This design comes from an exercise in tuning for small area, a short achievable clock period and few clock cycles on the open sky130 flow, not from production work.
The RTL was checked by simulation tests, not by an equivalence proof against the original design.
No activity file was given, so power comes from the tool's default toggle rates.

north:
==> flow/design.v (excerpt) <==
module sdseq (
    input             clk,
    input             rst,           
    input             op_valid,
    output            op_ready,
    input      [7:0]  op_code,
    input      [63:0] op_arg,
    output reg        rsp_valid,
    output reg [3:0]  rsp_err,
    output     [63:0] rsp_data,
    output reg        cmd_valid,
    output     [24:0] cmd_word,
    input             eng_done,
    output     [14:0] sdcr1,
    output     [14:0] sdcr2,
    output     [27:0] sdtr1,
    output     [27:0] sdtr2,
    output     [24:5] sdcmr,
    output     [13:1] sdrtr,
    output reg        busy,            
    output reg        clk_gate,
    output reg        handle_valid,
    output reg        handle_bank,
    output reg [2:0]  phase1,
    output reg [2:0]  phase2,
    output reg [1:0]  delay_ok,
    output reg        refresh_programmed,
    output     [1:0]  ready
);
For scale: about 2400 cells after synthesis, about 310 I/O pins, roughly 19000 µm² of cells after synthesis.
Settings: LEC_CHECK=0, ABC_AREA=1, CAP_MARGIN=20, CORE_MARGIN=2, CORE_UTILIZATION=40, SETUP_SLACK_MARGIN=5, SLEW_MARGIN=20; clock period 10.0 ns.
standard.sh (not shown) runs the stock make flow with config.mk's settings and CLKGATE_MAP_FILE= SYNTH_SCRIPT=/design/flow/synth_recipe.tcl, a recipe that flattens the netlist after the stock synthesis.
==> flow/flow/run.sh <==
#!/bin/bash
set -euo pipefail
bash standard.sh "BUFFER_PORTS_ARGS=-buffer_cell sky130_fd_sc_hd__buf_1" SETUP_SLACK_MARGIN=6.25 finish > standard_flow.log 2>&1
Testbench counts of north, summed over its fixed seeds: cycles 14,549.
## Diff of input files: south against north
- ABC_AREA: 1 -> unset
==> flow/flow/run.sh <==
#!/bin/bash
set -euo pipefail
bash standard.sh "BUFFER_PORTS_ARGS=-buffer_cell sky130_fd_sc_hd__buf_1" SETUP_SLACK_MARGIN=5.75 finish > standard_flow.log 2>&1
Findings:
south against north; number of global-route vias before repair is down by a few percent. When south is measured against north, its post-cts repair resize count turns out 36% lower. Against north, wire length per cell in south rose by more than 10%. Compared with north, internal cell power in south increased by a little under 10%. On south: fraction of the cycle the final worst path needs is 5.0 points higher than what north gave.

---

Another version of the RTL of sdseq (not shown whole).
For scale: roughly 1900 cells after synthesis, roughly 0.018 mm^2 of cells after synthesis.
clock: 10.0 ns
lec_check: 0
cap_margin: 20
core_margin: 2
core_utilization: 40
setup_slack_margin: 5
slew_margin: 20
==> flow/flow/run.sh <==
#!/bin/bash
# The standard layout (standard.sh), with the ports buffered by the
# smallest buffer cell (sky130_fd_sc_hd__buf_1) instead of the default delay
# buffer; the resizer still upsizes any that timing or slew needs.
set -euo pipefail
bash standard.sh "BUFFER_PORTS_ARGS=-buffer_cell sky130_fd_sc_hd__buf_1" finish > standard_flow.log 2>&1
The first run completed without violations.
Testbench counts at the start, summed over its fixed seeds: cycles 14,549.
Rerun with:
--- a/flow/config.mk
+++ b/flow/config.mk
@@ -11,2 +11,3 @@
 export SETUP_SLACK_MARGIN = 5
 export SLEW_MARGIN = 20
+export TNS_END_PERCENT = 10
The changed run produced a clean layout.
Cell count does not change.
Total power hardly moves.
Area after synthesis does not change.
Via count falls by 0.48%.
Global-route usage is lower by 0.22 points.
Non-clock buffer count stays the same.
Routed wire length hardly moves.
Rerun with:
--- a/flow/config.mk
+++ b/flow/config.mk
@@ -9,5 +9,5 @@
 export CORE_MARGIN = 2
 export CORE_UTILIZATION = 40
+export CTS_BUF_LIST = sky130_fd_sc_hd__clkbuf_4 sky130_fd_sc_hd__clkbuf_8
 export SETUP_SLACK_MARGIN = 5
 export SLEW_MARGIN = 20
-export TNS_END_PERCENT = 10
Outcome: Critical path depth decreases by 3; worst hold slack stays flat; wire length increases slightly; clock-buffer cell count increases by 23.
Rerun with:
--- a/flow/config.mk
+++ b/flow/config.mk
@@ -6,8 +6,8 @@
 export NUM_CORES = 4
 export LEC_CHECK = 0
+export ABC_AREA = 1
 export CAP_MARGIN = 20
 export CORE_MARGIN = 2
 export CORE_UTILIZATION = 40
-export CTS_BUF_LIST = sky130_fd_sc_hd__clkbuf_4 sky130_fd_sc_hd__clkbuf_8
 export SETUP_SLACK_MARGIN = 5
 export SLEW_MARGIN = 20
After rerunning:
- critical path depth climbs by 4
- global-route usage rises by 0.24 points
- die area rises by 3.7%
- wire length is higher by about 4%
- non-clock buffer count is lower by 10
- cell count rises by about 12%
- via count increases by 8.6%
- flip-flop and latch count is unchanged
- synthesized cell count grows by 19%

---

Setup of green:
sdseq, a different RTL version from the one above (not shown whole).
Size: ~2100 cells after synthesis, ~0.019 sq mm of cells after synthesis.
Settings: LEC_CHECK=0, CAP_MARGIN=20, CORE_MARGIN=2, CORE_UTILIZATION=65, PLACE_DENSITY=0.75, SETUP_SLACK_MARGIN=5, SLEW_MARGIN=20; clock period 10.0 ns.
Scripts as last shown in full above: flow/flow/run.sh
Testbench counts of green, summed over its fixed seeds: cycles 14,549.
diff inputs: green => purple
--- a/flow/config.mk
+++ b/flow/config.mk
@@ -10,2 +10 @@
-export CORE_UTILIZATION = 65
-export PLACE_DENSITY = 0.75
+export CORE_UTILIZATION = 40
## What came out
As far as total number of multi-input combinational cells goes, green and purple are indistinguishable; the numbers are identical.
Re global-route met3 utilization: green was higher than purple.
[compare] base=green new=purple: overall power down 2.7%; synthesized cell count about even; setup slack shows an increase of 0.0070 ns; die footprint rose by 61%.

---

Setup of build 23:
RTL: one of the versions met above, not the one the previous note started from.
Size: roughly 310 I/O pins, about 19000 sq um of cells after synthesis.
export LEC_CHECK = 0
export ABC_AREA = 1
export CAP_MARGIN = 20
export CORE_MARGIN = 2
export CORE_UTILIZATION = 40
export SETUP_SLACK_MARGIN = 5
export SLEW_MARGIN = 20
create_clock -name core_clock -period 10.0 [get_ports {clk}]
==> flow/flow/run.sh <==
#!/bin/bash
set -euo pipefail
bash standard.sh "BUFFER_PORTS_ARGS=-buffer_cell sky130_fd_sc_hd__buf_1" SETUP_SLACK_MARGIN=6.5 finish > standard_flow.log 2>&1
Testbench counts of build 23, summed over its fixed seeds: cycles 14,549.
Setup changes, build 23 to build 94
==> flow/flow/run.sh <==
#!/bin/bash
# The standard layout (standard.sh), with the ports buffered by the
# smallest buffer cell (sky130_fd_sc_hd__buf_1) instead of the default delay
# buffer; the resizer still upsizes any that timing or slew needs.
set -euo pipefail
bash standard.sh "BUFFER_PORTS_ARGS=-buffer_cell sky130_fd_sc_hd__buf_1" finish > standard_flow.log 2>&1
[summary]
Compared with build 23, build 94 shows a lower fmax. Side by side, part of the cycle the worst path needs turned out higher in build 94 than in build 23. Looking at part of the total power dissipated in sequential elements, build 94 sits 3.3 points above build 23. Build 94 drops fewer vias than build 23. Time the worst path needs with I/O delays and setup was lower in build 23 than in build 94. Re critical path depth: no difference whatsoever between build 94 and build 23. On total congestion overflow, build 23 and build 94 are basically level. Compared with build 23, in build 94 worst setup timing slack at the placement stage now sits lower, overall power of the completed layout now sits lower.
## Diff of input files: build 56 against build 94
- ABC_AREA no longer set, was 1
==> flow/flow/run.sh <==
#!/bin/bash
set -euo pipefail
bash standard.sh "BUFFER_PORTS_ARGS=-buffer_cell sky130_fd_sc_hd__buf_1" SETUP_SLACK_MARGIN=5.5 finish > standard_flow.log 2>&1
==> summary.txt <==
- For the number of logic stages on the critical path including buffering, build 56 came in 1 lower than build 94 did.
- div_rem[1] as the capture point of the worst path was reported by build 94, and msb_den[0] by build 56.
- Build 56 vs build 94 on fraction of area in multi-input gates: build 56 is the higher one.
- Re worst setup slack: build 56 is 0.32 ns up on build 94.
- Relative to build 94, average via count per standard cell increased by about 6% in build 56.
- In build 56, post-synthesis simple-gate area fraction is lower than in build 94.
- The estimated power of build 56 ends up higher than the estimate for build 94.
- [compare] base=build 94 new=build 56: met1 capacity usage during global routing lost 1.2 points, length of routed met3 wiring lost about 16%.
Inputs modified between build 56 and build 61:
==> flow/flow/run.sh <==
#!/bin/bash
# The standard layout (standard.sh), with the ports buffered by the
# smallest buffer cell (sky130_fd_sc_hd__buf_1) instead of the default delay
# buffer; the resizer still upsizes any that timing or slew needs.
set -euo pipefail
bash standard.sh "BUFFER_PORTS_ARGS=-buffer_cell sky130_fd_sc_hd__buf_1" finish > standard_flow.log 2>&1
Findings:
- Looking at endpoint of the worst setup timing path, the msb_den[0] result is from build 56; the op_ready one comes from build 61.
- Build 56 and build 61 all finish clean.
- Design area shrinks slightly when moving from build 56 to build 61.
- Build 61: global placement routability congestion lower than build 56
- Going from build 56 to build 61, via count went down by 161, power went down by 1.8%.
- Build 61 ended up with div_run as its worst setup path startpoint; build 56 ended up with op_arg[31].
Here is what was changed in the inputs of build 47 compared with build 61.
- putting ABC_AREA at 1 where nothing was set
==> flow/flow/run.sh <==
#!/bin/bash
set -euo pipefail
bash standard.sh "BUFFER_PORTS_ARGS=-buffer_cell sky130_fd_sc_hd__buf_1" SETUP_SLACK_MARGIN=6 finish > standard_flow.log 2>&1
### Flow results
For the number of standard-cell rows in the floorplan, build 47 came in 1.3% higher than build 61 did. Of build 47 and build 61, the run reporting the lower post-layout worst setup margin was build 61. Compared with build 61, build 47 ends up with more cell area. Wire length after detailed routing: build 47 and build 61 compared, higher one is build 47. Build 47 packs its core tighter than build 61. Core area: build 47 vs build 61 up 2.8%. Re delay contributed by the slowest stage of the critical path: build 47 is 0.60 ns down on build 61. Share of power burned in the clock network, build 47 and build 61, lower one = build 61. For fmax, dividing the value from build 61 by the value from build 47 gives 0.817. Lower cell count of the worst reg-to-reg path among build 47 and build 61: build 61. Looking at detailed-routing wirelength on met1, build 47 sits about 6% above build 61.

---

Setup of lane 2:
sdseq again, from the RTL that the note above started with.
==> flow/config.mk <==
export PLATFORM = sky130hd
export DESIGN_NAME = sdseq
export DESIGN_NICKNAME = sdseq
export VERILOG_FILES = /design/flow/design.v
export SDC_FILE = /design/flow/constraint.sdc
export NUM_CORES = 4
export LEC_CHECK = 0
export ABC_AREA = 1
export CAP_MARGIN = 20
export CORE_MARGIN = 2
export CORE_UTILIZATION = 40
export SETUP_SLACK_MARGIN = 5
export SLEW_MARGIN = 20
==> flow/constraint.sdc <==
create_clock -name core_clock -period 10.0 [get_ports {clk}]
set_input_delay 2.0000 -clock core_clock [delete_from_list [all_inputs] [get_ports {clk}]]
set_output_delay 2.0000 -clock core_clock [all_outputs]
set_load 0.01 [all_outputs]
==> flow/flow/run.sh <==
#!/bin/bash
set -euo pipefail
bash standard.sh "BUFFER_PORTS_ARGS=-buffer_cell sky130_fd_sc_hd__buf_1" SETUP_SLACK_MARGIN=5.75 finish > standard_flow.log 2>&1
Testbench counts of lane 2, summed over its fixed seeds: cycles 14,549.
> inputs changed (lane 2 -> lane 4)
Settings: ABC_AREA no longer set, was 1.
==> flow/flow/run.sh <==
#!/bin/bash
set -euo pipefail
bash standard.sh "BUFFER_PORTS_ARGS=-buffer_cell sky130_fd_sc_hd__buf_1" SETUP_SLACK_MARGIN=6 finish > standard_flow.log 2>&1
==> comparison <==
Between lane 4 and lane 2, count of inverters not on the clock network in the layout is higher for lane 2, lane 4 comes in under that.
Leading cell type in the layout, fill and taps excluded: sky130_fd_sc_hd__buf_1 -> lane 4, sky130_fd_sc_hd__nand2_1 -> lane 2
Well-tap cell count (lower): lane 4
Lane 4 has less setup slack than lane 2.
Sort lane 4 and lane 2 by clock-buffer cell count desc -> top: lane 4
[compare] base=lane 2 new=lane 4: proportion of cell area occupied by registers down 1.2 points, post-synthesis average cell area went up.
Re required time of the critical path: lane 4 is 220 ps down on lane 2.

---

Another version of the RTL of sdseq (not shown whole).
Size: roughly 2100 cells after synthesis.
Settings: LEC_CHECK=0, CAP_MARGIN=20, CORE_MARGIN=2, CORE_UTILIZATION=40, SETUP_SLACK_MARGIN=5, SLEW_MARGIN=20; clock period 10.0 ns.
run.sh (not shown) runs the stock make flow with config.mk's settings and CLKGATE_MAP_FILE= SYNTH_SCRIPT=/design/flow/synth_recipe.tcl, a recipe that flattens the netlist after the stock synthesis.
Stock flow here: none of the scripts above is used.
Testbench counts at the start, summed over its fixed seeds: cycles 14,549.
==> next run, changes <==
- SETUP_SLACK_MARGIN: 5 -> unset
Effect: Combinational power drops by a quarter to a third. Design area drops by roughly a tenth. Hold slack stays flat.

==> separate check: timing with driven ports <==
Ports are ideal in the flow. The routed layouts listed here were re-timed in OpenROAD. Step 1 assumes that a clkbuf_16 drives the clock port and a buf_2 every other input. Step 2 moves the port delays by t, midway between the first and last clock arrival at a register: inputs arrive t later, outputs are due t later. That takes back most of the time a late clock gives input paths. Slacks: ideal ports / drivers / drivers and shift; pairs: ideal ports / drivers.
run | shift t [ns] | setup slack, ns | worst hold slack (ns) | worst setup path at the end | worst slew at a driven data input, ns
north | 0.619 | 6.287 / 6.273 / 5.703 | 0.458 / 0.458 / 0.458 | input to register | 0.08
south | 0.633 | 5.791 / 5.791 / 5.216 | 0.452 / 0.452 / 0.452 | input to register | 0.05
the first run of note 2 | 0.621 | 5.212 / 5.241 / 4.620 | 0.457 / 0.457 / 0.457 | input to register | 0.07
the second run of note 2 | 0.621 | 5.228 / 5.258 / 4.637 | 0.457 / 0.457 / 0.457 | input to register | 0.07
the third run of note 2 | 0.675 | 5.101 / 5.101 / 4.609 | 0.456 / 0.456 / 0.456 | input to register | 0.07
the fourth run of note 2 | 0.634 | 5.357 / 5.390 / 4.756 | 0.477 / 0.477 / 0.477 | input to register | 0.06
green | 0.599 | 5.245 / 5.245 / 4.702 | 0.457 / 0.457 / 0.457 | input to register | 0.07
purple | 0.613 | 5.252 / 5.252 / 4.776 | 0.462 / 0.462 / 0.462 | input to register | 0.08
build 23 | 0.629 | 6.463 / 6.481 / 5.863 | 0.454 / 0.454 / 0.454 | input to register | 0.09
build 94 | 0.616 | 5.310 / 5.310 / 4.984 | 0.459 / 0.459 / 0.459 | input to register | 0.06
build 56 | 0.637 | 5.626 / 5.661 / 5.024 | 0.450 / 0.450 / 0.450 | input to register | 0.07
build 61 | 0.613 | 5.206 / 5.148 / 4.663 | 0.454 / 0.454 / 0.454 | input to register | 0.10
build 47 | 0.631 | 6.082 / 6.022 / 5.545 | 0.460 / 0.460 / 0.460 | input to register | 0.08
lane 2 | 0.628 | 5.953 / 5.986 / 5.362 | 0.460 / 0.460 / 0.460 | input to register | 0.08
lane 4 | 0.653 | 5.867 / 5.867 / 5.360 | 0.454 / 0.454 / 0.454 | input to register | 0.13
the first run of note 6 | 0.645 | 4.460 / 4.460 / 4.460 | 0.448 / 0.448 / 0.448 | register to register | 0.08
the second run of note 6 | 0.639 | 2.782 / 2.782 / 2.782 | 0.450 / 0.450 / 0.450 | register to register | 0.07
After both steps every run listed still meets setup and hold. The setup slack of build 56, which loses most, moves by +0.035 ns with the drivers and by -0.602 ns with both steps.
